Context: an optimization exercise on an open-source flow, tuned for small area, a short achievable clock period and few clock cycles. The choices shown serve that exercise and are no tape-out recipe.
In this exercise RTL edits were held to simulation tests only and were not proved equivalent to the original.
No activity file was given, so power comes from the tool's default toggle rates.

File: flow/design.v
module lutic (
    input  wire        clk,
    input  wire        rst,
    input  wire        reg_wr,
    input  wire [11:0] reg_addr,
    input  wire [31:0] reg_wdata,
    output reg  [31:0] reg_rdata,
    output wire        irq,
    output reg         mem_req,
    output reg         mem_we,
    output reg  [1:0]  mem_size,
    output reg  [31:0] mem_addr,
    output reg  [31:0] mem_wdata,
    input  wire        mem_ready,
    input  wire [31:0] mem_rdata
);
    localparam [31:0] ID_VALUE = 32'h534C0007;
    localparam [3:0] OPC_NOP      = 4'h0;
    localparam [3:0] OPC_VALIDATE = 4'h1;
    localparam [3:0] OPC_UNLOCK   = 4'h2;
    localparam [3:0] OPC_COMPOSE  = 4'h3;
    localparam [3:0] OPC_GATHER   = 4'h4;
    localparam [3:0] OPC_LUTREAD  = 4'h5;
    localparam [3:0] OPC_MAPPIXEL = 4'h6;
    localparam [3:0] OPC_MAPROW   = 4'h7;
    localparam [3:0] OPC_MAPPLANE = 4'h8;
    localparam [3:0] OPC_APPLY    = 4'h9;
    localparam [7:0] F_CFG_ARITY       = 8'h01;
    localparam [7:0] F_CFG_DEPTH       = 8'h02;
    localparam [7:0] F_CFG_LUT_WIDTH   = 8'h03;
    localparam [7:0] F_CFG_LUT_PLANES  = 8'h04;
    localparam [7:0] F_CFG_NDST        = 8'h05;
    localparam [7:0] F_CFG_ROUTE       = 8'h06;
    localparam [7:0] F_CFG_LUT_ADDR    = 8'h07;
    localparam [7:0] F_FMT_CONTAINER   = 8'h10;
    localparam [7:0] F_FMT_SUBSAMPLING = 8'h11;
    localparam [7:0] F_FMT_DIM         = 8'h12;
    localparam [7:0] F_FMT_BOUNDS      = 8'h13;
    localparam [7:0] F_CS_DST_FORMAT   = 8'h20;
    localparam [7:0] F_CMD_ILLEGAL     = 8'h30;
    localparam [7:0] F_CMD_NOT_VALID   = 8'h31;
    localparam [7:0] F_CMD_POS_RANGE   = 8'h32;
    localparam [7:0] F_CMD_IDX_RANGE   = 8'h33;
    localparam [7:0] F_FRM_ALIGN       = 8'h40;
    localparam [7:0] F_FRM_STRIDE      = 8'h41;
    localparam [7:0] F_FRM_RANGE       = 8'h42;
    localparam [7:0] F_EXE_SAMPLE      = 8'h50;
    localparam integer I_IDLE = 0;
    localparam integer I_PRE = 1;
    localparam integer I_VAL = 2;
    localparam integer I_FRM = 3;
    localparam integer I_PI = 4;
    localparam integer I_RUN = 5;
    localparam integer I_END = 6;
    localparam [6:0] S_IDLE = 7'd1;
    localparam [6:0] S_PRE = 7'd2;
    localparam [6:0] S_VAL = 7'd4;
    localparam [6:0] S_FRM = 7'd8;
    localparam [6:0] S_PI = 7'd16;
    localparam [6:0] S_RUN = 7'd32;
    localparam [6:0] S_END = 7'd64;
    localparam [1:0] OP_G = 2'd0;      
    localparam [1:0] OP_F = 2'd1;      
    localparam [1:0] OP_W = 2'd2;      
    reg  [2:0]   ctrl_ie;
    reg          st_busy, st_done, st_fault, st_werr, st_cfg_valid;
    reg  [7:0]   fault_code;
    reg  [15:0]  pos_x, pos_y;
    reg  [23:0]  idx_r;
    reg  [31:0]  result_r;
    reg  [47:0]  samp_r;               
    reg  [31:0]  fault_pos;            
    reg  [7:0]   fault_unit;
    reg  [1:0]   fault_slot, fault_lane;
    reg          fault_posv, fault_addrv;
    reg  [31:0]  fault_addr;           
    reg  [1:0]   cfg_arity, cfg_srccw, cfg_dstcw, cfg_dstfmt, cfg_ndst;
    reg  [2:0]   cfg_lutnpl;
    reg  [4:0]   cfg_depth;
    reg  [24:0]  lut_width;
    reg  [5:0]   pk_lane;
    reg  [5:0]   dst_lutpl;
    reg  [26:0]  route;                
    reg  [127:0] lutp;                 
    reg  [143:0] pw, ph;               
    reg  [35:0]  pss;                  
    reg  [287:0] pbase, pstride;
    assign irq = (st_done & ctrl_ie[0]) | (st_fault & ctrl_ie[1]) | (st_werr & ctrl_ie[2]);
    function automatic [31:0] sel32(input [287:0] v, input [3:0] u);
        integer i;
        begin
            sel32 = 32'd0;
            for (i = 0; i < 9; i = i + 1)
                sel32 = sel32 | ({32{u == i}} & v[32*i +: 32]);
        end
    endfunction
    function automatic [15:0] sel16(input [143:0] v, input [3:0] u);
        integer i;
        begin
            sel16 = 16'd0;
            for (i = 0; i < 9; i = i + 1)
                sel16 = sel16 | ({16{u == i}} & v[16*i +: 16]);
        end
    endfunction
    function automatic [3:0] sel4(input [35:0] v, input [3:0] u);
        integer i;
        begin
            sel4 = 4'd0;
            for (i = 0; i < 9; i = i + 1)
                sel4 = sel4 | ({4{u == i}} & v[4*i +: 4]);
        end
    endfunction
    function automatic [31:0] selo32(input [287:0] v, input [8:0] oh);
        integer i;
        begin
            selo32 = 32'd0;
            for (i = 0; i < 9; i = i + 1)
                selo32 = selo32 | ({32{oh[i]}} & v[32*i +: 32]);
        end
    endfunction
    function automatic [15:0] selo16(input [143:0] v, input [8:0] oh);
        integer i;
        begin
            selo16 = 16'd0;
            for (i = 0; i < 9; i = i + 1)
                selo16 = selo16 | ({16{oh[i]}} & v[16*i +: 16]);
        end
    endfunction
    function automatic [3:0] selo4(input [35:0] v, input [8:0] oh);
        integer i;
        begin
            selo4 = 4'd0;
            for (i = 0; i < 9; i = i + 1)
                selo4 = selo4 | ({4{oh[i]}} & v[4*i +: 4]);
        end
    endfunction
    function automatic dp_used(input [1:0] dd, input pk, input [1:0] nd);
        dp_used = pk ? (dd == 2'd0) : ({1'b0, dd} < {1'b0, nd});
    endfunction
    function automatic [2:0] route_of(input [26:0] rt, input [1:0] dd, input [1:0] kk);
        reg [8:0] r9;
        begin
            r9 = (dd == 2'd0) ? rt[8:0] : (dd == 2'd1) ? rt[17:9] : rt[26:18];
            route_of = (kk == 2'd0) ? r9[2:0] : (kk == 2'd1) ? r9[5:3] : r9[8:6];
        end
    endfunction
    function automatic is_depth(input [4:0] b);
        is_depth = (b == 5'd8) || (b == 5'd10) || (b == 5'd12) || (b == 5'd14) || (b == 5'd16);
    endfunction
    function automatic [23:0] compose(input [47:0] s, input [1:0] a, input [4:0] b);
        reg [23:0] t1;
        begin
            case (b)
                5'd8:    t1 = {s[31:16], 8'd0};
                5'd10:   t1 = {s[29:16], 10'd0};
                default: t1 = {s[27:16], 12'd0};
            endcase
            compose = {8'd0, s[15:0]} | ((a >= 2'd2) ? t1 : 24'd0) |
                      ((a == 2'd3) ? {s[39:32], 16'd0} : 24'd0);
        end
    endfunction
    function automatic [3:0] low16(input [15:0] v);
        reg [7:0] a; reg [3:0] b; reg [1:0] c; reg i3, i2, i1, i0;
        begin
            i3 = ~|v[7:0];  a = i3 ? v[15:8] : v[7:0];
            i2 = ~|a[3:0];  b = i2 ? a[7:4] : a[3:0];
            i1 = ~|b[1:0];  c = i1 ? b[3:2] : b[1:0];
            i0 = ~c[0];
            low16 = {i3, i2, i1, i0};
        end
    endfunction
    function automatic [3:0] msb16t(input [15:0] v);
        reg [7:0] a; reg [3:0] b; reg [1:0] c; reg i3, i2, i1, i0;
        begin
            i3 = |v[15:8];  a = i3 ? v[15:8] : v[7:0];
            i2 = |a[7:4];   b = i2 ? a[7:4] : a[3:0];
            i1 = |b[3:2];   c = i1 ? b[3:2] : b[1:0];
            i0 = c[1];
            msb16t = {i3, i2, i1, i0};
        end
    endfunction
    function automatic [3:0] msb16(input [15:0] v);
        integer i;
        begin
            msb16 = 4'd0;
            for (i = 0; i < 16; i = i + 1)
                if (v[i]) msb16 = i[3:0];
        end
    endfunction
    function automatic [4:0] blen16(input [15:0] v);
        integer i;
        begin
            blen16 = 5'd0;
            for (i = 0; i < 16; i = i + 1)
                if (v[i]) blen16 = i[4:0] + 5'd1;
        end
    endfunction
    function automatic [5:0] blen32(input [31:0] v);
        integer i;
        begin
            blen32 = 6'd0;
            for (i = 0; i < 32; i = i + 1)
                if (v[i]) blen32 = i[5:0] + 6'd1;
        end
    endfunction
    wire        is_packed = (cfg_dstfmt == 2'd1) || (cfg_dstfmt == 2'd2);
    wire [2:0]  lanes  = (cfg_dstfmt == 2'd2) ? 3'd4 : 3'd3;
    wire [2:0]  pix_c  = is_packed ? lanes : 3'd1;
    wire        sblg   = cfg_srccw[0];
    wire [1:0]  dblg   = cfg_dstcw;
    wire [1:0]  A      = cfg_arity;
    wire [4:0]  B      = cfg_depth;
    wire [15:0] dpw0 = pw[16*6 +: 16], dpw1 = pw[16*7 +: 16], dpw2 = pw[16*8 +: 16];
    wire [15:0] dph0 = ph[16*6 +: 16], dph1 = ph[16*7 +: 16], dph2 = ph[16*8 +: 16];
    wire [3:0]  dps0 = pss[4*6 +: 4],  dps1 = pss[4*7 +: 4],  dps2 = pss[4*8 +: 4];
    wire        uniform_plan = !is_packed && (cfg_ndst == 2'd3) &&
                               (dpw0 == dpw1) && (dpw0 == dpw2) &&
                               (dph0 == dph1) && (dph0 == dph2) &&
                               (dps0 == dps1) && (dps0 == dps2);
    reg  [8:0]  p_ss3, p_dz;
    integer     pi_;
    always @* begin
        for (pi_ = 0; pi_ < 9; pi_ = pi_ + 1) begin
            p_ss3[pi_] = (pss[4*pi_ +: 2] == 2'd3) || (pss[4*pi_+2 +: 2] == 2'd3);
            p_dz[pi_]  = (pw[16*pi_ +: 16] == 16'd0) || (ph[16*pi_ +: 16] == 16'd0);
        end
    end
    reg  [6:0]   state;
    reg  [3:0]   opc;                  
    reg  [1:0]   cmd_d, cmp_a;
    reg  [4:0]   cmp_b;
    reg          cmd_bad;              
    reg  [1:0]   op, grp, k, c, d_cur;
    reg          pixmaj;               
    reg  [47:0]  g_s;                  
    reg  [95:0]  v;                    
    reg  [287:0] ptr;                  
    reg  [8:0]   pend;                 
    reg  [15:0]  edone;                
    reg  [2:0]   ms;                   
    reg  [3:0]   mi;                   
    reg  [35:0]  xa, xb;               
    reg          xci, xk;              
    reg  [8:0]   xu;
    reg          ck_v;                 
    reg  [7:0]   ck_code, ck_unit;
    reg  [1:0]   ck_slot, ck_lane;
    reg          ovf;
    reg          dfresh, dgat;         
    reg  [1:0]   dslot, dk;
    reg  [2:0]   dj;
    wire [15:0]  wx = fault_pos[15:0];
    wire [15:0]  wy = fault_pos[31:16];
    localparam integer NV = 47;
    reg  [NV-1:0] vc;                  
    reg  [7:0]    vcode [0:NV-1];
    reg  [7:0]    vunit [0:NV-1];
    reg  [1:0]    vslot [0:NV-1];
    reg  [1:0]    vlane [0:NV-1];
    reg           vf;
    reg  [7:0]    v_code, v_unit;
    reg  [1:0]    v_slot, v_lane;
    reg  [NV-1:0] vfirst;
    reg           vseen;
    integer       vd, vk, vp, vi, vn;
    reg  [2:0]    vj;
    reg  [4:0]    vab;
    always @* begin
        for (vi = 0; vi < NV; vi = vi + 1) begin
            vc[vi] = 1'b0; vcode[vi] = 8'd0; vunit[vi] = 8'd0; vslot[vi] = 2'd0; vlane[vi] = 2'd0;
        end
        vab = B * A;
        vj = 3'd0;
        vc[0] = (A == 2'd0);                                    vcode[0] = F_CFG_ARITY;
        vc[1] = !is_depth(B) || (A == 2'd2 && B > 5'd12) || (A == 2'd3 && B > 5'd8);
                                                                vcode[1] = F_CFG_DEPTH;
        vc[2] = (cfg_srccw != ((B == 5'd8) ? 2'd0 : 2'd1)) || cfg_dstcw == 2'd3;
                                                                vcode[2] = F_FMT_CONTAINER;
        vc[3] = cfg_dstfmt == 2'd3 || (is_packed && cfg_dstcw == 2'd2);
                                                                vcode[3] = F_CS_DST_FORMAT;
        vc[4] = is_packed && dps0 != 4'd0;                      vcode[4] = F_CS_DST_FORMAT; vunit[4] = 8'h01;
        vc[5] = (!is_packed && cfg_ndst != 2'd1 && cfg_ndst != 2'd3) || (is_packed && cfg_ndst != 2'd1);
                                                                vcode[5] = F_CFG_NDST;
        vc[6] = lut_width != (25'd1 << vab);                    vcode[6] = F_CFG_LUT_WIDTH;
        vc[7] = (cfg_lutnpl != 3'd1 && cfg_lutnpl != 3'd3 && cfg_lutnpl != 3'd4) ||
                (is_packed && cfg_lutnpl < 3'd3);               vcode[7] = F_CFG_LUT_PLANES;
        for (vp = 0; vp < 3; vp = vp + 1) begin
            vc[8+vp] = is_packed && {1'b0, pk_lane[2*vp +: 2]} >= cfg_lutnpl;
            vcode[8+vp] = F_CFG_LUT_PLANES; vlane[8+vp] = vp[1:0];
        end
        for (vd = 0; vd < 3; vd = vd + 1) begin
            vc[11+vd] = !is_packed && dp_used(vd[1:0], is_packed, cfg_ndst) && {1'b0, dst_lutpl[2*vd +: 2]} >= cfg_lutnpl;
            vcode[11+vd] = F_CFG_LUT_PLANES; vunit[11+vd] = 8'h01 + vd[7:0];
        end
        for (vd = 0; vd < 3; vd = vd + 1)
            for (vk = 0; vk < 3; vk = vk + 1) begin
                vn = 14 + 3*vd + vk;
                vc[vn] = dp_used(vd[1:0], is_packed, cfg_ndst) && vk < A && route_of(route, vd[1:0], vk[1:0]) >= 3'd6;
                vcode[vn] = F_CFG_ROUTE; vunit[vn] = 8'h01 + vd[7:0]; vslot[vn] = vk[1:0];
            end
        for (vd = 0; vd < 3; vd = vd + 1) begin
            vc[23+vd] = dp_used(vd[1:0], is_packed, cfg_ndst) && p_ss3[6+vd];
            vcode[23+vd] = F_FMT_SUBSAMPLING; vunit[23+vd] = 8'h01 + vd[7:0];
            vc[35+vd] = dp_used(vd[1:0], is_packed, cfg_ndst) && p_dz[6+vd];
            vcode[35+vd] = F_FMT_DIM; vunit[35+vd] = 8'h01 + vd[7:0];
        end
        for (vd = 0; vd < 3; vd = vd + 1)
            for (vk = 0; vk < 3; vk = vk + 1) begin
                vj = route_of(route, vd[1:0], vk[1:0]);
                vn = 3*vd + vk;
                vc[26+vn] = dp_used(vd[1:0], is_packed, cfg_ndst) && vk < A && p_ss3[vj];
                vcode[26+vn] = F_FMT_SUBSAMPLING; vunit[26+vn] = 8'h10 + {5'd0, vj};
                vc[38+vn] = dp_used(vd[1:0], is_packed, cfg_ndst) && vk < A && p_dz[vj];
                vcode[38+vn] = F_FMT_DIM; vunit[38+vn] = 8'h10 + {5'd0, vj};
            end
        vseen = 1'b0;
        for (vi = 0; vi < NV; vi = vi + 1) begin
            vfirst[vi] = vc[vi] && !vseen;
            vseen = vseen | vc[vi];
        end
        vf = |vc;
        v_code = 8'd0; v_unit = 8'd0; v_slot = 2'd0; v_lane = 2'd0;
        for (vi = 0; vi < NV; vi = vi + 1) begin
            v_code = v_code | ({8{vfirst[vi]}} & vcode[vi]);
            v_unit = v_unit | ({8{vfirst[vi]}} & vunit[vi]);
            v_slot = v_slot | ({2{vfirst[vi]}} & vslot[vi]);
            v_lane = v_lane | ({2{vfirst[vi]}} & vlane[vi]);
        end
    end
    reg        pf;
    reg [7:0]  p_code, p_unit;
    reg        p_posv;
    reg        cf;                     
    reg [1:0]  cf_slot;
    integer    ck;
    wire [15:0] cmd_w = sel16(pw, 4'd6 + {2'd0, cmd_d});
    wire [15:0] cmd_h = sel16(ph, 4'd6 + {2'd0, cmd_d});
    always @* begin
        pf = cmd_bad; p_code = cmd_bad ? F_CMD_ILLEGAL : 8'd0; p_unit = 8'd0; p_posv = 1'b0;
        if (!pf && opc >= OPC_GATHER && opc <= OPC_APPLY && !st_cfg_valid) begin
            pf = 1'b1; p_code = F_CMD_NOT_VALID;
        end
        if (!pf && opc == OPC_COMPOSE &&
            (cmp_a == 2'd0 || !is_depth(cmp_b) || (cmp_a == 2'd2 && cmp_b > 5'd12) || (cmp_a == 2'd3 && cmp_b > 5'd8))) begin
            pf = 1'b1; p_code = F_CMD_ILLEGAL;
        end
        if (!pf && (opc == OPC_GATHER || opc == OPC_MAPPIXEL || opc == OPC_MAPROW || opc == OPC_MAPPLANE) &&
            ((!is_packed && cmd_d >= cfg_ndst) || (is_packed && cmd_d != 2'd0))) begin
            pf = 1'b1; p_code = F_CMD_ILLEGAL;
        end
        if (!pf && opc == OPC_LUTREAD && {1'b0, cmd_d} >= cfg_lutnpl) begin
            pf = 1'b1; p_code = F_CMD_ILLEGAL;
        end
        if (!pf && (opc == OPC_GATHER || opc == OPC_MAPPIXEL) &&
            (pos_x >= cmd_w || pos_y >= cmd_h)) begin
            pf = 1'b1; p_code = F_CMD_POS_RANGE; p_unit = 8'h01 + {6'd0, cmd_d}; p_posv = 1'b1;
        end
        if (!pf && opc == OPC_MAPROW && pos_y >= cmd_h) begin
            pf = 1'b1; p_code = F_CMD_POS_RANGE; p_unit = 8'h01 + {6'd0, cmd_d}; p_posv = 1'b1;
        end
        if (!pf && opc == OPC_LUTREAD && {1'b0, idx_r} >= lut_width) begin
            pf = 1'b1; p_code = F_CMD_IDX_RANGE; p_unit = 8'h20 + {6'd0, cmd_d};
        end
        cf = 1'b0; cf_slot = 2'd0;
        for (ck = 0; ck < 3; ck = ck + 1)
            if (!cf && ck < cmp_a && ({16'd0, samp_r[16*ck +: 16]} >> cmp_b) != 32'd0) begin
                cf = 1'b1; cf_slot = ck[1:0];
            end
    end
    wire [1:0]  dg     = pixmaj ? grp : d_cur;        
    wire [1:0]  w_d    = pixmaj ? c : d_cur;          
    wire [3:0]  walk_u = 4'd6 + {2'd0, d_cur};
    wire [15:0] walk_w = sel16(pw, walk_u);
    wire [15:0] walk_h = sel16(ph, walk_u);
    wire [3:0]  walk_ss = sel4(pss, walk_u);
    wire [1:0]  wdx    = walk_ss[1:0];
    wire [1:0]  wdy    = walk_ss[3:2];
    reg  [5:0]  src_used;
    integer     ud, uk;
    always @* begin
        src_used = 6'd0;
        for (ud = 0; ud < 3; ud = ud + 1)
            for (uk = 0; uk < 3; uk = uk + 1)
                if ((pixmaj || ud == d_cur) && uk < A)
                    src_used = src_used | (6'd1 << route_of(route, ud[1:0], uk[1:0]));
    end
    wire [2:0]  dst_used = (opc == OPC_GATHER) ? 3'b000 : pixmaj ? 3'b111 : (3'b001 << d_cur);
    reg  [5:0]  src_nz;
    integer     nj;
    reg  [1:0]  nsy;
    reg  [15:0] ny1;
    always @* begin
        ny1 = wy + 16'd1;
        for (nj = 0; nj < 6; nj = nj + 1) begin
            nsy = pss[4*nj+2 +: 2];
            if (wdy >= nsy)
                src_nz[nj] = 1'b1;
            else if (is_packed)
                src_nz[nj] = (nsy == 2'd1) ? (wy[0] == 1'b0) : (wy[1:0] == 2'd0);
            else
                src_nz[nj] = ((nsy - wdy) == 2'd1) ? (ny1[0] == 1'b0) : (ny1[1:0] == 2'd0);
        end
    end
    reg  [15:0] e_en;
    integer     ei;
    always @* begin
        e_en = 16'd0;
        if (state[I_VAL]) begin
            for (ei = 0; ei < 9; ei = ei + 1)
                e_en[3+ei] = dp_used(ei / 3, is_packed, cfg_ndst) && (ei % 3) < A;
            for (ei = 0; ei < 4; ei = ei + 1)
                e_en[12+ei] = ei < cfg_lutnpl;
        end else if (state[I_FRM]) begin
            for (ei = 0; ei < 3; ei = ei + 1)
                e_en[ei] = (opc == OPC_APPLY) ? dp_used(ei, is_packed, cfg_ndst)
                                              : (ei == cmd_d && opc != OPC_GATHER);
            for (ei = 0; ei < 9; ei = ei + 1)
                e_en[3+ei] = ((opc == OPC_APPLY) ? dp_used(ei / 3, is_packed, cfg_ndst) : (ei / 3 == cmd_d)) &&
                             (ei % 3) < A;
        end else begin
            e_en[8:0] = {dst_used, src_used};
        end
    end
    reg  [3:0]  e;
    reg         e_v;
    wire [15:0] e_cur  = e_v ? (16'd1 << e) : 16'd0;
    wire [15:0] e_rem  = e_en & ~edone & ~e_cur;
    reg  [3:0]  e_nx;
    integer     ej;
    always @* begin
        e_nx = low16(e_rem);
    end
    wire        e_nx_any = (e_rem != 16'd0);
    function automatic [3:0] ent_dk(input [3:0] en);
        case (en)
            4'd0:  ent_dk = {2'd0, 2'd0};
            4'd1:  ent_dk = {2'd1, 2'd0};
            4'd2:  ent_dk = {2'd2, 2'd0};
            4'd3:  ent_dk = {2'd0, 2'd0};
            4'd4:  ent_dk = {2'd0, 2'd1};
            4'd5:  ent_dk = {2'd0, 2'd2};
            4'd6:  ent_dk = {2'd1, 2'd0};
            4'd7:  ent_dk = {2'd1, 2'd1};
            4'd8:  ent_dk = {2'd1, 2'd2};
            4'd9:  ent_dk = {2'd2, 2'd0};
            4'd10: ent_dk = {2'd2, 2'd1};
            default: ent_dk = {2'd2, 2'd2};
        endcase
    endfunction
    wire [3:0]  e_dk   = ent_dk(e);
    wire [1:0]  e_d    = e_dk[3:2];
    wire [1:0]  e_k    = e_dk[1:0];
    wire        e_isdp = (e < 4'd3);
    wire [2:0]  e_j    = route_of(route, e_d, e_k);
    wire [1:0]  e_p    = e[1:0];
    wire [3:0]  nx_dk  = ent_dk(e_nx);
    wire [2:0]  nx_j   = route_of(route, nx_dk[3:2], nx_dk[1:0]);
    wire [3:0]  au_nx  = state[I_PI] ? e_nx :
                         (state[I_FRM] && e_nx < 4'd3) ? 4'd6 + {2'd0, nx_dk[3:2]} : {1'b0, nx_j};
    function automatic [8:0] lowoh9(input [8:0] v);
        integer i;
        reg seen;
        begin
            seen = 1'b0;
            for (i = 0; i < 9; i = i + 1) begin
                lowoh9[i] = v[i] & ~seen;
                seen = seen | v[i];
            end
        end
    endfunction
    reg  [8:0]  au;
    wire [15:0] a_w      = selo16(pw, au);
    wire [15:0] a_h      = selo16(ph, au);
    wire [3:0]  a_ss     = selo4(pss, au);
    wire [31:0] a_base   = selo32(pbase, au);
    wire [31:0] a_stride = selo32(pstride, au);
    wire [31:0] a_ptr    = selo32(ptr, au);
    wire        a_isdp   = |au[8:6];
    wire [17:0] pi_ys  = ({2'b00, wy} << wdy) >> a_ss[3:2];
    wire [15:0] pi_row = a_isdp ? (is_packed ? (a_h - 16'd1 - wy) : wy) : pi_ys[15:0];
    wire [15:0] m_val  = state[I_PI] ? pi_row : (a_h - 16'd1);
    wire [3:0]  m_msb  = msb16t(m_val);
    wire        m_zero = (m_val == 16'd0);
    wire        m_bit  = m_val[mi];
    wire [1:0]  f_nlg   = a_isdp ? dblg : {1'b0, sblg};
    wire [17:0] f_wc    = a_isdp ? ((cfg_dstfmt == 2'd2) ? {a_w, 2'b00} :
                                    (cfg_dstfmt == 2'd1) ? ({2'b00, a_w} + {1'b0, a_w, 1'b0}) : {2'b00, a_w})
                                 : {2'b00, a_w};
    wire        f_bad_align  = (a_base[1:0] & ((2'd1 << f_nlg) - 2'd1)) != 2'd0;
    wire        f_bad_stride = a_stride < {14'd0, f_wc};
    wire        f_quick = (a_stride[31:16] == 16'd0) && (a_h[15:12] == 4'd0) && (a_base[31:30] != 2'b11);
    wire [3:0]  b_du   = 4'd6 + {2'd0, e_d};
    wire [15:0] b_dw   = sel16(pw, b_du);
    wire [15:0] b_dh   = sel16(ph, b_du);
    wire [3:0]  b_dss  = sel4(pss, b_du);
    wire [17:0] b_xs   = ({2'b00, b_dw - 16'd1} << b_dss[1:0]) >> a_ss[1:0];
    wire [17:0] b_ys   = ({2'b00, b_dh - 16'd1} << b_dss[3:2]) >> a_ss[3:2];
    wire        b_bad  = (b_xs >= {2'b00, a_w}) || (b_ys >= {2'b00, a_h});
    wire [31:0] l_base = (e_p == 2'd0) ? lutp[31:0] : (e_p == 2'd1) ? lutp[63:32] :
                         (e_p == 2'd2) ? lutp[95:64] : lutp[127:96];
    wire        l_misal = (l_base[1:0] & ((2'd1 << dblg) - 2'd1)) != 2'd0;
    wire [1:0]  r_s    = (wdy >= a_ss[3:2]) ? (wdy - a_ss[3:2]) : 2'd0;
    wire [31:0] r_step = (a_isdp ? a_stride : (a_stride << r_s)) << f_nlg;
    wire        e_fin = e_v && (state[I_VAL] ? ((e < 4'd12) || (ms == 3'd1)) :
                                state[I_FRM] ? ((ms == 3'd0 && f_quick) || (ms == 3'd4)) :
                                (ms == 3'd3));
    wire [35:0] alu_s    = xa + xb + {35'd0, xci};
    wire        alu_big  = (|alu_s[35:33]) | (alu_s[32] & (|alu_s[31:0]));    
    wire        alu_ovf  = |alu_s[35:33];
    wire [35:0] lw_sh    = {9'd0, lut_width, 2'b00} >> (2'd2 - dblg);
    wire [15:0] rd16   = sblg ? mem_rdata[15:0] : {8'd0, mem_rdata[7:0]};
    wire [15:0] bmask  = 16'hFFFF << B;
    wire        rd_bad = dfresh && dgat && ((rd16 & bmask) != 16'd0);
    wire [31:0] rd_val = (dblg == 2'd0) ? {24'd0, mem_rdata[7:0]} :
                         (dblg == 2'd1) ? {16'd0, mem_rdata[15:0]} : mem_rdata;
    reg  [47:0] gs_new;
    reg  [95:0] v_new;
    always @* begin
        gs_new = g_s;
        v_new  = v;
        if (dfresh && dgat)  gs_new[16*dslot +: 16] = rd16;
        if (dfresh && !dgat) v_new[32*dslot +: 32] = rd_val;
    end
    wire [2:0]  j_cur  = route_of(route, dg, k);
    wire [1:0]  sx_j   = pss[4*j_cur +: 2];
    wire [17:0] xs     = ({2'b00, wx} << wdx) >> sx_j;
    wire [3:0]  u_bus  = (op == OP_W) ? 4'd6 + {2'd0, w_d} : {1'b0, j_cur};
    wire [31:0] ptr_bus = sel32(ptr, u_bus);
    wire [1:0]  f_p    = (opc == OPC_LUTREAD) ? cmd_d :
                         is_packed ? pk_lane[2*c +: 2] : dst_lutpl[2*dg +: 2];
    wire [31:0] lutp_bus = (f_p == 2'd0) ? lutp[31:0] : (f_p == 2'd1) ? lutp[63:32] :
                           (f_p == 2'd2) ? lutp[95:64] : lutp[127:96];
    wire [23:0] idx_cur = (opc == OPC_LUTREAD) ? idx_r : compose(g_s, A, B);
    wire [17:0] x3     = {2'b00, wx} + {1'b0, wx, 1'b0};
    wire [17:0] col    = !is_packed ? {2'b00, wx} :
                         ((cfg_dstfmt == 2'd2) ? {wx, 2'b00} : x3) + {16'd0, c};
    reg  [25:0] opb;
    always @* begin
        case (op)
            OP_G:    opb = {7'd0, xs, 1'b0} >> !sblg;
            OP_F:    opb = {idx_cur, 2'b00} >> (2'd2 - dblg);
            default: opb = {6'd0, col, 2'b00} >> (2'd2 - dblg);
        endcase
    end
    wire [31:0] opa = (op == OP_F) ? lutp_bus : ptr_bus;
    wire [31:0] ad_gw = opa + {6'd0, opb};              
    reg  [31:0] fpart;
    reg  [47:0] gs_part;
    always @* begin
        gs_part = gs_new;
        if (A == 2'd1) gs_part[15:0]  = 16'd0;
        if (A == 2'd2) gs_part[31:16] = 16'd0;
        if (A == 2'd3) gs_part[47:32] = 16'd0;
    end
    wire [1:0]  fp_nx   = is_packed ? pk_lane[1:0] : dst_lutpl[2*dg +: 2];
    wire [31:0] lutp_nx = (fp_nx == 2'd0) ? lutp[31:0] : (fp_nx == 2'd1) ? lutp[63:32] :
                          (fp_nx == 2'd2) ? lutp[95:64] : lutp[127:96];
    wire [31:0] fpart_nx = lutp_nx + ({8'd0, compose(gs_part, A, B)} << dblg);
    wire [4:0]  fsh     = ((A == 2'd1) ? 5'd0 : (A == 2'd2) ? B : 5'd16) + {3'd0, dblg};
    reg  [33:0] rd_sh;
    always @* begin
        case (fsh)
            5'd0:  rd_sh = {18'd0, rd16};
            5'd1:  rd_sh = {17'd0, rd16, 1'd0};
            5'd2:  rd_sh = {16'd0, rd16, 2'd0};
            5'd8:  rd_sh = {10'd0, rd16, 8'd0};
            5'd9:  rd_sh = {9'd0, rd16, 9'd0};
            5'd10: rd_sh = {8'd0, rd16, 10'd0};
            5'd11: rd_sh = {7'd0, rd16, 11'd0};
            5'd12: rd_sh = {6'd0, rd16, 12'd0};
            5'd13: rd_sh = {5'd0, rd16, 13'd0};
            5'd14: rd_sh = {4'd0, rd16, 14'd0};
            5'd16: rd_sh = {2'd0, rd16, 16'd0};
            5'd17: rd_sh = {1'd0, rd16, 17'd0};
            default: rd_sh = {rd16, 18'd0};
        endcase
    end
    wire [31:0] ad_f    = fpart + rd_sh[31:0];
    wire        ffresh  = dfresh && dgat && (op == OP_F);
    wire        stall = (op == OP_G) ? pend[j_cur] : (op == OP_W) ? pend[6 + w_d] : 1'b0;
    wire        run_req = state[I_RUN] && !stall && !rd_bad;
    wire        hs = run_req && mem_ready;
    wire [1:0]  wl = (is_packed || pixmaj) ? c : 2'd0;
    always @* begin
        mem_req   = run_req;
        mem_we    = (op == OP_W);
        mem_size  = (op == OP_G) ? {1'b0, sblg} : dblg;
        mem_addr  = ffresh ? ad_f : ad_gw;
        mem_wdata = (dfresh && !dgat && dslot == wl) ? mem_rdata : v[32*wl +: 32];
    end
    reg        n_done, n_plane;
    reg [1:0]  n_op, n_grp, n_k, n_c, n_d;
    reg [15:0] n_x, n_y;
    reg        pix_end, row_chg;
    wire       last_col = (wx + 16'd1 >= walk_w);
    wire       multi_row = (opc == OPC_MAPPLANE) || (opc == OPC_APPLY);
    wire       more_rows = is_packed ? (wy != 16'd0) : (wy + 16'd1 < walk_h);
    wire       last_g = (op == OP_G) && ({1'b0, k} + 3'd1 >= {1'b0, A}) && (!pixmaj || grp == 2'd2);
    always @* begin
        n_done = 1'b0; n_plane = 1'b0; n_op = op; n_grp = grp; n_k = k; n_c = c; n_d = d_cur;
        n_x = wx; n_y = wy; pix_end = 1'b0; row_chg = 1'b0;
        case (op)
            OP_G: begin
                if ({1'b0, k} + 3'd1 < {1'b0, A}) n_k = k + 2'd1;
                else if (opc == OPC_GATHER) n_done = 1'b1;
                else begin n_op = OP_F; n_c = 2'd0; end
            end
            OP_F: begin
                if (opc == OPC_LUTREAD) n_done = 1'b1;
                else if (is_packed && c != 2'd2) n_c = c + 2'd1;
                else if (pixmaj && grp != 2'd2) begin
                    n_grp = grp + 2'd1; n_op = OP_G; n_k = 2'd0;
                end else begin
                    n_op = OP_W; n_c = 2'd0;
                end
            end
            default: begin
                if ((is_packed || pixmaj) && c != 2'd2) n_c = c + 2'd1;
                else pix_end = 1'b1;
            end
        endcase
        if (pix_end) begin
            n_op = OP_G; n_k = 2'd0; n_c = 2'd0; n_grp = 2'd0;
            if (opc == OPC_MAPPIXEL) n_done = 1'b1;
            else if (!last_col) n_x = wx + 16'd1;
            else if (!multi_row) n_done = 1'b1;
            else begin
                n_x = 16'd0;
                if (more_rows) begin
                    row_chg = 1'b1;
                    n_y = is_packed ? wy - 16'd1 : wy + 16'd1;
                end else if (opc == OPC_APPLY && !pixmaj && !is_packed && {1'b0, d_cur} + 3'd1 < {1'b0, cfg_ndst}) begin
                    n_plane = 1'b1; n_d = d_cur + 2'd1; n_y = 16'd0;
                end else n_done = 1'b1;
            end
        end
    end
    wire [5:0] set_src = (hs && last_g && last_col && multi_row && more_rows) ? (src_used & src_nz) : 6'd0;
    wire [2:0] set_dst = (hs && row_chg) ? dst_used : 3'd0;
    wire [8:0] clr_p   = xk ? xu : 9'd0;
    wire [8:0] pend_nx = (pend & ~clr_p) | {set_dst, set_src};
    wire [9:0] wa = reg_addr[11:2];
    wire       is_pln = (wa >= 10'h010 && wa <= 10'h016) || (wa >= 10'h018 && wa <= 10'h01B) ||
                        (wa >= 10'h020 && wa <= 10'h02B && wa[1] == 1'b0) ||
                        (wa >= 10'h040 && wa <= 10'h057 && wa[1] == 1'b0);
    wire       is_frm = (wa >= 10'h020 && wa <= 10'h02B && wa[1] == 1'b1) ||
                        (wa >= 10'h040 && wa <= 10'h057 && wa[1] == 1'b1);
    wire       is_opr = (wa == 10'h004) || (wa == 10'h005) || (wa >= 10'h008 && wa <= 10'h00A);
    wire       is_cmd = (wa == 10'h003);
    wire       wr_ok  = is_cmd ? (!st_busy && !st_fault) :
                        is_pln ? (!st_busy && !st_cfg_valid) :
                        (is_frm || is_opr) ? !st_busy : 1'b0;
    wire       wr_err = (is_cmd || is_pln || is_frm || is_opr) && !wr_ok;
    wire       wr_dp = (wa[9:2] >= 8'h08) && (wa[9:2] <= 8'h0A);
    wire       wr_sp = (wa[9:2] >= 8'h10) && (wa[9:2] <= 8'h15);
    wire [3:0] wr_u  = wr_dp ? (4'd6 + {2'd0, wa[3:2]}) : {1'b0, wa[4:2]};
    wire [3:0] w_opc = reg_wdata[3:0];
    wire       w_bad = (w_opc >= 4'hA) ||
                       ((w_opc == OPC_NOP || w_opc == OPC_VALIDATE || w_opc == OPC_UNLOCK || w_opc == OPC_APPLY) && reg_wdata[31:4] != 28'd0) ||
                       (w_opc == OPC_COMPOSE && (reg_wdata[31:13] != 19'd0 || reg_wdata[5:4] != 2'd0)) ||
                       (w_opc >= OPC_GATHER && w_opc <= OPC_MAPPLANE && reg_wdata[31:6] != 26'd0);
    task automatic raise(input [7:0] code, input [7:0] unit, input [1:0] slot, input [1:0] lane,
                         input posv, input addrv);
        begin
            fault_code  <= code;
            fault_unit  <= unit;
            fault_slot  <= slot;
            fault_lane  <= lane;
            fault_posv  <= posv;
            fault_addrv <= addrv;
            st_fault    <= 1'b1;
            st_busy     <= 1'b0;
            state       <= S_IDLE;
        end
    endtask
    task automatic complete;
        begin
            st_busy <= 1'b0;
            st_done <= 1'b1;
            state   <= S_IDLE;
        end
    endtask
    wire [31:0] wd  = reg_wdata & {32{~rst}};
    wire        hwe = reg_wr && wr_ok;
    always @(posedge clk) begin
        if (rst || (reg_wr && wa == 10'h001)) ctrl_ie <= wd[2:0];
        if (rst || (hwe && wa == 10'h004)) begin pos_x <= wd[15:0]; pos_y <= wd[31:16]; end
        if (rst || (hwe && wa == 10'h010)) begin
            cfg_arity <= wd[1:0]; cfg_srccw <= wd[3:2];
            cfg_dstcw <= wd[5:4]; cfg_dstfmt <= wd[7:6];
            cfg_ndst <= wd[9:8]; cfg_lutnpl <= wd[12:10];
            cfg_depth <= wd[20:16];
        end
        if (rst || (hwe && wa == 10'h011)) lut_width <= wd[24:0];
        if (rst || (hwe && wa == 10'h012)) pk_lane <= rst ? 6'h24 : wd[5:0];
        if (rst || (hwe && wa == 10'h013)) dst_lutpl <= wd[5:0];
        if (rst || (hwe && wa == 10'h014)) route[8:0]   <= {wd[10:8], wd[6:4], wd[2:0]};
        if (rst || (hwe && wa == 10'h015)) route[17:9]  <= {wd[10:8], wd[6:4], wd[2:0]};
        if (rst || (hwe && wa == 10'h016)) route[26:18] <= {wd[10:8], wd[6:4], wd[2:0]};
        if (rst || (hwe && wa == 10'h018)) lutp[31:0]   <= wd;
        if (rst || (hwe && wa == 10'h019)) lutp[63:32]  <= wd;
        if (rst || (hwe && wa == 10'h01A)) lutp[95:64]  <= wd;
        if (rst || (hwe && wa == 10'h01B)) lutp[127:96] <= wd;
        for (wi = 0; wi < 9; wi = wi + 1) begin
            if (rst || (hwe && (wr_dp || wr_sp) && wr_u == wi && wa[1:0] == 2'd0)) begin
                pw[16*wi +: 16] <= wd[15:0]; ph[16*wi +: 16] <= wd[31:16];
            end
            if (rst || (hwe && (wr_dp || wr_sp) && wr_u == wi && wa[1:0] == 2'd1)) pss[4*wi +: 4] <= wd[3:0];
            if (rst || (hwe && (wr_dp || wr_sp) && wr_u == wi && wa[1:0] == 2'd2)) pbase[32*wi +: 32] <= wd;
            if (rst || (hwe && (wr_dp || wr_sp) && wr_u == wi && wa[1:0] == 2'd3)) pstride[32*wi +: 32] <= wd;
        end
    end
    integer wi;
    always @(posedge clk) fpart <= fpart_nx;
    always @(posedge clk) begin
        if (rst) begin
            st_busy <= 1'b0; st_done <= 1'b0; st_fault <= 1'b0; st_werr <= 1'b0; st_cfg_valid <= 1'b0;
            fault_code <= 8'd0; fault_unit <= 8'd0; fault_slot <= 2'd0; fault_lane <= 2'd0;
            fault_posv <= 1'b0; fault_addrv <= 1'b0;
            idx_r <= 24'd0; result_r <= 32'd0; samp_r <= 48'd0;
            state <= S_IDLE; dfresh <= 1'b0; dgat <= 1'b0; pend <= 9'd0;
        end else begin
            if (reg_wr) begin
                if (wr_err) st_werr <= 1'b1;
                if (wa == 10'h002) begin
                    if (reg_wdata[1]) st_done <= 1'b0;
                    if (reg_wdata[3]) st_werr <= 1'b0;
                    if (reg_wdata[2]) begin
                        st_fault <= 1'b0; fault_code <= 8'd0; fault_unit <= 8'd0; fault_slot <= 2'd0;
                        fault_lane <= 2'd0; fault_posv <= 1'b0; fault_addrv <= 1'b0;
                    end
                end
                if (wr_ok) begin
                    case (wa)
                        10'h003: begin
                            opc <= w_opc; cmd_d <= reg_wdata[5:4]; cmp_a <= reg_wdata[7:6];
                            cmp_b <= reg_wdata[12:8]; cmd_bad <= w_bad;
                            st_busy <= 1'b1; st_done <= 1'b0; state <= S_PRE;
                        end
                        10'h005: idx_r <= reg_wdata[23:0];
                        10'h008: samp_r[15:0]  <= reg_wdata[15:0];
                        10'h009: samp_r[31:16] <= reg_wdata[15:0];
                        10'h00A: samp_r[47:32] <= reg_wdata[15:0];
                        default: ;
                    endcase
                end
            end
            case (1'b1)
                state[I_PRE]: begin
                    op <= OP_G; grp <= 2'd0; k <= 2'd0; c <= 2'd0; ms <= 3'd0;
                    edone <= 16'd0; e_v <= 1'b0; pend <= 9'd0; dfresh <= 1'b0;
                    ck_v <= vf; ck_code <= v_code; ck_unit <= v_unit; ck_slot <= v_slot; ck_lane <= v_lane;
                    d_cur <= (opc == OPC_APPLY) ? 2'd0 : cmd_d;
                    pixmaj <= (opc == OPC_APPLY) && uniform_plan;
                    fault_pos[15:0] <= (opc == OPC_GATHER || opc == OPC_MAPPIXEL) ? pos_x : 16'd0;
                    fault_pos[31:16] <= (opc == OPC_GATHER || opc == OPC_MAPPIXEL || opc == OPC_MAPROW) ? pos_y :
                                        is_packed ? dph0 - 16'd1 : 16'd0;
                    if (pf) begin
                        raise(p_code, p_unit, 2'd0, 2'd0, p_posv, 1'b0);
                        fault_pos <= {pos_y, pos_x};
                    end else begin
                        case (opc)
                            OPC_VALIDATE: state <= S_VAL;
                            OPC_UNLOCK: begin st_cfg_valid <= 1'b0; complete(); end
                            OPC_COMPOSE: begin
                                if (cf) raise(F_EXE_SAMPLE, 8'd0, cf_slot, 2'd0, 1'b0, 1'b0);
                                else begin idx_r <= compose(samp_r, cmp_a, cmp_b); complete(); end
                            end
                            OPC_LUTREAD: begin op <= OP_F; state <= S_RUN; au <= 9'd0; xk <= 1'b0; end
                            OPC_GATHER, OPC_MAPPIXEL, OPC_MAPROW, OPC_MAPPLANE, OPC_APPLY: begin
                                state <= S_FRM; ck_v <= 1'b0;
                            end
                            default: complete();    
                        endcase
                    end
                end
                state[I_VAL]: begin
                    ck_v <= e_v && ((e < 4'd12) ? b_bad : ((ms == 3'd1) && (l_misal || alu_big)));
                    ck_code <= (e < 4'd12) ? F_FMT_BOUNDS : F_CFG_LUT_ADDR;
                    ck_unit <= (e < 4'd12) ? 8'h01 + {6'd0, e_d} : 8'h20 + {6'd0, e_p};
                    ck_slot <= (e < 4'd12) ? e_k : 2'd0;
                    ck_lane <= 2'd0;
                    if (!e_v && !e_nx_any && !ck_v) begin st_cfg_valid <= 1'b1; complete(); end
                    if (!e_v || e_fin) begin
                        e <= e_nx; au <= 9'd1 << au_nx; e_v <= e_nx_any; ms <= 3'd0;
                        if (e_v) edone[e] <= 1'b1;
                    end else begin
                        xa <= lw_sh; xb <= {4'd0, l_base}; xci <= 1'b0; ms <= 3'd1;
                    end
                    if (ck_v) raise(ck_code, ck_unit, ck_slot, ck_lane, 1'b0, 1'b0);
                end
                state[I_FRM]: begin
                    ck_v <= e_v && (((ms == 3'd0) && (f_bad_align || f_bad_stride)) || ((ms == 3'd4) && (ovf || alu_big)));
                    ck_code <= (ms == 3'd4) ? F_FRM_RANGE : f_bad_align ? F_FRM_ALIGN : F_FRM_STRIDE;
                    ck_unit <= a_isdp ? 8'h01 + {6'd0, e_d} : 8'h10 + {5'd0, e_j};
                    ck_slot <= 2'd0; ck_lane <= 2'd0;
                    if (!e_v || e_fin) begin
                        e <= e_nx; au <= 9'd1 << au_nx; e_v <= e_nx_any; ms <= 3'd0;
                        if (e_v) edone[e] <= 1'b1;
                        if (!e_nx_any) begin
                            state <= S_PI; edone <= 16'd0; e_v <= 1'b0;
                        end
                    end else case (ms)
                        3'd0: begin
                            ovf <= 1'b0;
                            xa  <= m_zero ? 36'd0 : {4'd0, a_stride}; xb <= 36'd0; xci <= 1'b0;
                            mi  <= m_msb - 4'd1;
                            ms  <= (m_msb == 4'd0) ? 3'd2 : 3'd1;
                        end
                        3'd1: begin
                            if (alu_ovf) ovf <= 1'b1;
                            xa <= {alu_s[34:0], 1'b0}; xb <= m_bit ? {4'd0, a_stride} : 36'd0;
                            mi <= mi - 4'd1;
                            if (mi == 4'd0) ms <= 3'd2;
                        end
                        3'd2: begin
                            if (alu_ovf) ovf <= 1'b1;
                            xa <= alu_s; xb <= {18'd0, f_wc}; ms <= 3'd3;
                        end
                        default: begin
                            if (alu_ovf) ovf <= 1'b1;
                            xa <= alu_s << f_nlg; xb <= {4'd0, a_base}; ms <= 3'd4;
                        end
                    endcase
                    if (ck_v) raise(ck_code, ck_unit, ck_slot, ck_lane, 1'b0, 1'b0);
                end
                state[I_PI]: begin
                    ck_v <= 1'b0;
                    if (!e_v || e_fin) begin
                        e <= e_nx; au <= 9'd1 << au_nx; e_v <= e_nx_any; ms <= 3'd0;
                        if (e_v) edone[e] <= 1'b1;
                        if (!e_nx_any) begin state <= S_RUN; au <= 9'd0; xk <= 1'b0; end
                        if (e_v)
                            for (wi = 0; wi < 9; wi = wi + 1) if (au[wi]) ptr[32*wi +: 32] <= alu_s[31:0];
                    end else case (ms)
                        3'd0: begin
                            xci <= 1'b0;
                            if (m_zero) begin
                                xa <= 36'd0; xb <= {4'd0, a_base}; ms <= 3'd3;
                            end else begin
                                xa <= {4'd0, a_stride}; xb <= 36'd0;
                                mi <= m_msb - 4'd1;
                                ms <= (m_msb == 4'd0) ? 3'd2 : 3'd1;
                            end
                        end
                        3'd1: begin
                            xa <= {alu_s[34:0], 1'b0}; xb <= m_bit ? {4'd0, a_stride} : 36'd0;
                            mi <= mi - 4'd1;
                            if (mi == 4'd0) ms <= 3'd2;
                        end
                        default: begin
                            xa <= alu_s << f_nlg; xb <= {4'd0, a_base}; ms <= 3'd3;
                        end
                    endcase
                    if (ck_v) raise(ck_code, ck_unit, ck_slot, ck_lane, 1'b0, 1'b0);
                end
                state[I_RUN]: begin
                    if (rd_bad)
                        raise(F_EXE_SAMPLE, 8'h10 + {5'd0, dj}, dk, 2'd0, 1'b1, 1'b1);
                    else begin
                        g_s <= gs_new;
                        v   <= v_new;
                        if (xk)
                            for (wi = 0; wi < 9; wi = wi + 1) if (xu[wi]) ptr[32*wi +: 32] <= alu_s[31:0];
                        xa  <= {4'd0, a_ptr};
                        xb  <= (!a_isdp && is_packed) ? {4'hF, ~r_step} : {4'd0, r_step};
                        xci <= !a_isdp && is_packed;
                        xu  <= au; xk <= |au;
                        pend <= pend_nx;
                        au <= lowoh9(pend_nx & ~au);
                        dfresh <= hs && (op != OP_W);
                        if (hs) begin
                            dgat <= (op == OP_G); dslot <= (op == OP_G) ? k : (is_packed ? c : grp);
                            dj <= j_cur; dk <= k;
                            if (op == OP_G) fault_addr <= ad_gw;
                            if (n_done) begin
                                if (op == OP_W) begin
                                    if (opc == OPC_MAPPIXEL) begin
                                        samp_r   <= {(A == 2'd3) ? g_s[47:32] : 16'd0,
                                                     (A >= 2'd2) ? g_s[31:16] : 16'd0, g_s[15:0]};
                                        idx_r    <= compose(g_s, A, B);
                                        result_r <= v_new[31:0];
                                    end
                                    complete();
                                end else
                                    state <= S_END;
                            end else begin
                                op <= n_op; grp <= n_grp; k <= n_k; c <= n_c; d_cur <= n_d;
                                fault_pos <= {n_y, n_x};
                                if (n_plane) begin
                                    state <= S_PI; edone <= 16'd0; e_v <= 1'b0; ms <= 3'd0;
                                end
                            end
                        end
                    end
                end
                state[I_END]: begin
                    dfresh <= 1'b0;
                    if (rd_bad)
                        raise(F_EXE_SAMPLE, 8'h10 + {5'd0, dj}, dk, 2'd0, 1'b1, 1'b1);
                    else begin
                        if (opc == OPC_GATHER)
                            samp_r <= {(A == 2'd3) ? gs_new[47:32] : 16'd0,
                                       (A >= 2'd2) ? gs_new[31:16] : 16'd0, gs_new[15:0]};
                        else
                            result_r <= rd_val;
                        complete();
                    end
                end
                default: ;
            endcase
        end
    end
    integer ri;
    reg     ph_hit;
    always @* begin
        reg_rdata =
            ({32{wa == 10'h000}} & ID_VALUE) |
            ({32{wa == 10'h001}} & {29'd0, ctrl_ie}) |
            ({32{wa == 10'h002}} & {16'd0, fault_code, 3'd0, st_cfg_valid, st_werr, st_fault, st_done, st_busy}) |
            ({32{wa == 10'h004}} & {pos_y, pos_x}) |
            ({32{wa == 10'h005}} & {8'd0, idx_r}) |
            ({32{wa == 10'h006}} & result_r) |
            ({32{wa == 10'h008}} & {16'd0, samp_r[15:0]}) |
            ({32{wa == 10'h009}} & {16'd0, samp_r[31:16]}) |
            ({32{wa == 10'h00A}} & {16'd0, samp_r[47:32]}) |
            ({32{wa == 10'h00C && fault_posv}} & fault_pos) |
            ({32{wa == 10'h00D}} & {18'd0, fault_addrv, fault_posv, fault_lane, fault_slot, fault_unit}) |
            ({32{wa == 10'h00E && fault_addrv}} & fault_addr) |
            ({32{wa == 10'h010}} & {11'd0, cfg_depth, 3'd0, cfg_lutnpl, cfg_ndst, cfg_dstfmt, cfg_dstcw, cfg_srccw, cfg_arity}) |
            ({32{wa == 10'h011}} & {7'd0, lut_width}) |
            ({32{wa == 10'h012}} & {26'd0, pk_lane}) |
            ({32{wa == 10'h013}} & {26'd0, dst_lutpl}) |
            ({32{wa == 10'h014}} & {21'd0, route[8:6], 1'b0, route[5:3], 1'b0, route[2:0]}) |
            ({32{wa == 10'h015}} & {21'd0, route[17:15], 1'b0, route[14:12], 1'b0, route[11:9]}) |
            ({32{wa == 10'h016}} & {21'd0, route[26:24], 1'b0, route[23:21], 1'b0, route[20:18]}) |
            ({32{wa == 10'h018}} & lutp[31:0]) |
            ({32{wa == 10'h019}} & lutp[63:32]) |
            ({32{wa == 10'h01A}} & lutp[95:64]) |
            ({32{wa == 10'h01B}} & lutp[127:96]);
        for (ri = 0; ri < 9; ri = ri + 1) begin
            ph_hit = (ri < 6) ? (wa[9:2] == 8'h10 + ri) : (wa[9:2] == 8'h08 + ri - 6);
            reg_rdata = reg_rdata |
                ({32{ph_hit && wa[1:0] == 2'd0}} & {ph[16*ri +: 16], pw[16*ri +: 16]}) |
                ({32{ph_hit && wa[1:0] == 2'd1}} & {28'd0, pss[4*ri +: 4]}) |
                ({32{ph_hit && wa[1:0] == 2'd2}} & pbase[32*ri +: 32]) |
                ({32{ph_hit && wa[1:0] == 2'd3}} & pstride[32*ri +: 32]);
        end
    end
endmodule
File: flow/run.sh
#!/bin/bash
# synth_recipe.tcl (not shown) runs the flow's synth.tcl, then flattens the netlist and writes it again
# the make line also repeats each setting of config.mk as NAME=value (left out here)
make -C /OpenROAD-flow-scripts/flow DESIGN_CONFIG=/design/flow/config.mk WORK_HOME=/design/flow/orfs CLKGATE_MAP_FILE= SYNTH_SCRIPT=/design/flow/synth_recipe.tcl finish
File: flow/config.mk
export PLATFORM = sky130hd
export DESIGN_NAME = lutic
export DESIGN_NICKNAME = lutic
export VERILOG_FILES = /design/flow/design.v
export SDC_FILE = /design/flow/constraint.sdc
export NUM_CORES = 4
export LEC_CHECK = 0
export CAP_MARGIN = 35
export CELL_PAD_IN_SITES_DETAIL_PLACEMENT = 1
export CELL_PAD_IN_SITES_GLOBAL_PLACEMENT = 2
export CORE_MARGIN = 2
export CORE_UTILIZATION = 25
export PLACE_DENSITY = 0.55
export SETUP_SLACK_MARGIN = 5
export SLEW_MARGIN = 35
File: flow/constraint.sdc
create_clock -name core_clock -period 22.0 [get_ports {clk}]
set_input_delay 4.4000 -clock core_clock [delete_from_list [all_inputs] [get_ports {clk}]]
set_output_delay 4.4000 -clock core_clock [all_outputs]
set_load 0.01 [all_outputs]
==> notes.md <==
## cell usage in the layout (no fill, tap or decap), types with 188 or more instances in the layout
cell / count
a22oi_1: 638
nor2_1: 921
edfxtp_1: 1807
o21ai_0: 624
mux2i_1: 472
buf_4: 639
a22o_1: 305
xnor2_1: 210
nand3_1: 396
clkbuf_16: 246
inv_1: 450
a21oi_1: 819
a211oi_1: 204
nor3_1: 231
ha_1: 387
nand2_1: 1155
nand4_1: 188
a221oi_1: 391
a222oi_1: 338
## cell usage after synthesis, types with 83 or more instances
cell | n | share of area [%]
xor2_1 | 99 | 0.66
o21ai_0 | 682 | 2.6
a221oi_1 | 411 | 2.8
xnor2_1 | 212 | 1.4
a211oi_1 | 208 | 1.2
nor2_1 | 1003 | 2.9
a21o_1 | 94 | 0.54
dfxtp_1 | 184 | 2.8
nor3_1 | 248 | 0.95
nand2_1 | 1174 | 3.4
clkbuf_1 | 942 | 2.7
a22oi_1 | 639 | 3.7
a21oi_1 | 831 | 3.2
nand2b_1 | 85 | 0.41
nor2b_1 | 124 | 0.59
buf_1 | 153 | 0.44
and3_1 | 83 | 0.40
nand4_1 | 188 | 0.90
a31oi_1 | 161 | 0.77
mux2i_1 | 478 | 3.7
a222oi_1 | 338 | 2.6
and2_1 | 115 | 0.55
ha_1 | 396 | 3.8
a22o_1 | 305 | 2.0
edfxtp_1 | 1807 | 41
nand3_1 | 401 | 1.5
o22ai_1 | 177 | 0.85
inv_1 | 455 | 1.3
o21a_1 | 121 | 0.69
nor4_1 | 172 | 0.82
## how the worst max path moves through the flow
stage | start | to | slack (ps) | cells after the start
after floorplan | mem_rdata[2] | mem_addr[30] | 9350 | 19
after global placement | d_cur[0]$_DFFE_PP_ | mem_addr[29] | 6850 | 32
after detailed placement | d_cur[0]$_DFFE_PP_ | mem_addr[29] | 6870 | 32
after CTS | d_cur[0]$_DFFE_PP_ | mem_addr[29] | 5760 | 32
after global routing | d_cur[0]$_DFFE_PP_ | mem_addr[29] | 5450 | 32
final | d_cur[0]$_DFFE_PP_ | mem_addr[29] | 5750 | 32
## cells by family (layout without fill, tap and decap cells)
kind of cell,count (synthesis),in the layout
muxes,631,631
adders and majority gates,418,418
AOI/OAI and AO/OA,4661,4661
DFF,1991,1991
and+or+nand+nor,3826,3826
buffers and inverters,1613,1812
xor gates and xnor gates,312,312
other,0,82
## metrics by stage
step / instance area [um2] / power, mW / hold WS [ps] / utilization [%]
after floorplan: 131000 / 5.66 / 424 / -
after global placement: 144000 / 6.84 / 443 / 27.6
after detailed placement: 145000 / 6.86 / 446 / 27.8
after CTS: 153000 / 11.1 / 465 / 29.4
after global routing: 153000 / 11.4 / 482 / 29.4
final: 153000 / 11.2 / 476 / 29.5
## report_power, final
| part | internal [mW] | leakage [nW] | switching (mW) |
|---|---|---|---|
| Combinational | 0.679 | 30.6 | 1.54 |
| Sequential | 4.35 | 18.5 | 0.334 |
| Clock | 2.41 | 3.93 | 1.91 |
## flip-flops by register name, indices dropped and copies added, names as in the netlist, 33 cells and up
register and count:
v 96, ptr 288, xb 33, samp_r 48
pstride 288, g_s 48, ph 144, lutp 128
pbase 288, pss 36, pw 144, xa 36
## area by class of cell
type	count	area [um2]
Antenna cell	82	205
Clock buffer	300	6440
Clock inverter	154	1690
Fill cell	58543	367000
Inverter	474	1780
Multi-Input combinational cell	9848	69000
Sequential cell	1991	58000
Tap cell	6942	8690
Timing Repair Buffer	884	7690
## routing by layer
layer | global-route usage, % | vias up | part of all wire [%]
met4 | 23.9 | 56 | 8.4
met2 | 49.4 | 9892 | 40
met5 | 0 | - | 0.042
li1 | - | 53043 | -
met3 | 12.2 | 2309 | 12
met1 | 44.0 | 70016 | 39
## worst max-delay path: cells and delay by family (launching register included)
kind	cells	cell delay (ps)
compound gates	13	3190
simple gates	9	2550
buf+inv	5	2430
fa+ha+maj	2	900
flops	1	640
xor+xnor	1	600
mux	2	420
==> reports/qor.txt <==
DR WL/cell - 46.5 um
Simple-gate share of the synthesized area - 13.7%
Register-to-Register Path Depth - 27
Adder-Cell Fraction of Synth Area - 4.11%
Post-Place Cells - 20121
RSZ-0062 raised after global routing - no
Total track usage - 34.8%
Hold Path Class - flop to flop
Post-Syn Nets - 13948
Critical path required time - 17600 ps
Library cells used by synthesis - 118
Non-Filler Instances - 20675
Peak supply drop - 0.0721 mV
CTS H-tree depth - 4
Reg2Reg Capture Point - ms[1]$_SDFFCE_PP0P_
Post-synthesis compound-gate area fraction - 25.5%
Slowest stage cell, crit path - clkinv_1
Relative slew slack - 21.6%
Final WL - 962 mm
Final min period - 16250 ps
Largest family of logic cells by synthesized area - compound AO/OA/AOI/OAI gates
Clock Path Buffers - 4
Rows - 265
Synth Area in XOR/XNOR - 2.10%
Main synth FF type - edfxtp_1
#FFs+latches synth - 1991
Post-synthesis mux area share - 5.59%
Post-CTS Setup Inserts - 0
Setup TNS - 0 ps
Hold-fix buffers, CTS - 0
CTS root buf - clkbuf_16
Largest net degree at the start of global routing - 90
CP max FO - 18
Post-route ant nets - 0
Die outline width - 727 um
Syn-to-layout area delta - 17.3%
Die extent in y - 727 um
Status - no timing/DRC/antenna violations
Final hold violations - 0
Initial antenna violation count - 131
Max stage delay on crit path - 790 ps
Final setup fails - 0
Layout Nets - 13939
Sequential area share after synthesis - 44.3%
Final Cycle Share - 73.9%
CP Launch Type - flop
Post_cts resized - 0
RePlAce Congestion - 1.02
Total congestion overflow - 0
Crit path arrival time - 11850 ps
DP Wirelength - 704 mm
Initial cell density of the core - 25.1%
Vias in the first global route - 126113
Skew-Pair Late Insertion Delay - 1050 ps
Post-synth EDFFs - 1807
Slew @ Worst Pin - 1160 ps
Worst reg2reg startpoint - au[3]$_SDFFCE_PP0P_
Mapped cell area - 0.131 mm2
CTS sink cnt - 1991
Leak Pwr - 53.1 nW
Vias/cell - 6.54
I/O pin count - 181
CP endpoint kind - output pin
Setup ws final - 5750 ps
Number of remaining DRC errors - 0
PortBufs - 178
R2r setup slk - 11650 ps
CTS tree - built
1st-pass router iterations - 12
Vias - 135316
Global-route wire length before repair - 1250 mm
Fin. max-slew vios - 0
Async S/R FF share, synth - 0%
Post-Syn Instances - 13452
CP Class - flop to output pin
Layout cells sized above 1 - 12.3%
Number of buffers created by CTS - 244
Core Area - 0.521 mm2
Most used cell, CP - nor2_1
Clock transition at path regs - 70 ps
Pre-CTS setup slack - 6870 ps
Total of max-cap violations - 0
Warnings from Yosys - 5
DR iter-0 viols - 23077
FMAX - 0.0615 GHz
Syn avg cell area - 9.73 um2
Hold path start - fault_unit[7]$_SDFF_PP0_
Worst Hold Depth - 1
DIE AREA - 0.529 mm2
Clock skew - 111 ps
Hold Path Sink - fault_unit[7]$_SDFF_PP0_
P per Cell Area - 73.1 mW/mm2
Testbench counts, summed over its fixed seeds: cycles 135,736.

## separate check: timing with driven ports
No port has a modelled driver above. Below, the same layout with a new extraction and two added sets of constraints. Step 1 assumes that a clkbuf_16 drives the clock port and a buf_2 every other input. Step 2 times the ports against the registers' clock, not the clock port: input delays grow and output delays shrink by t, the midpoint of the rising clock arrivals with the driver on. Slacks: ideal / step 1 / step 2; pairs: ideal / step 1.
t, ns: 1.121
setup WS [ns]: 5.748 / 5.625 / 6.746
worst setup path after step 2: register to output
slew at the worst register clock pin (ns): 0.07 / 0.07
After both steps this run still meets setup and hold. The setup slack of this run moves by -0.123 ns with the drivers and by +0.998 ns with both steps.
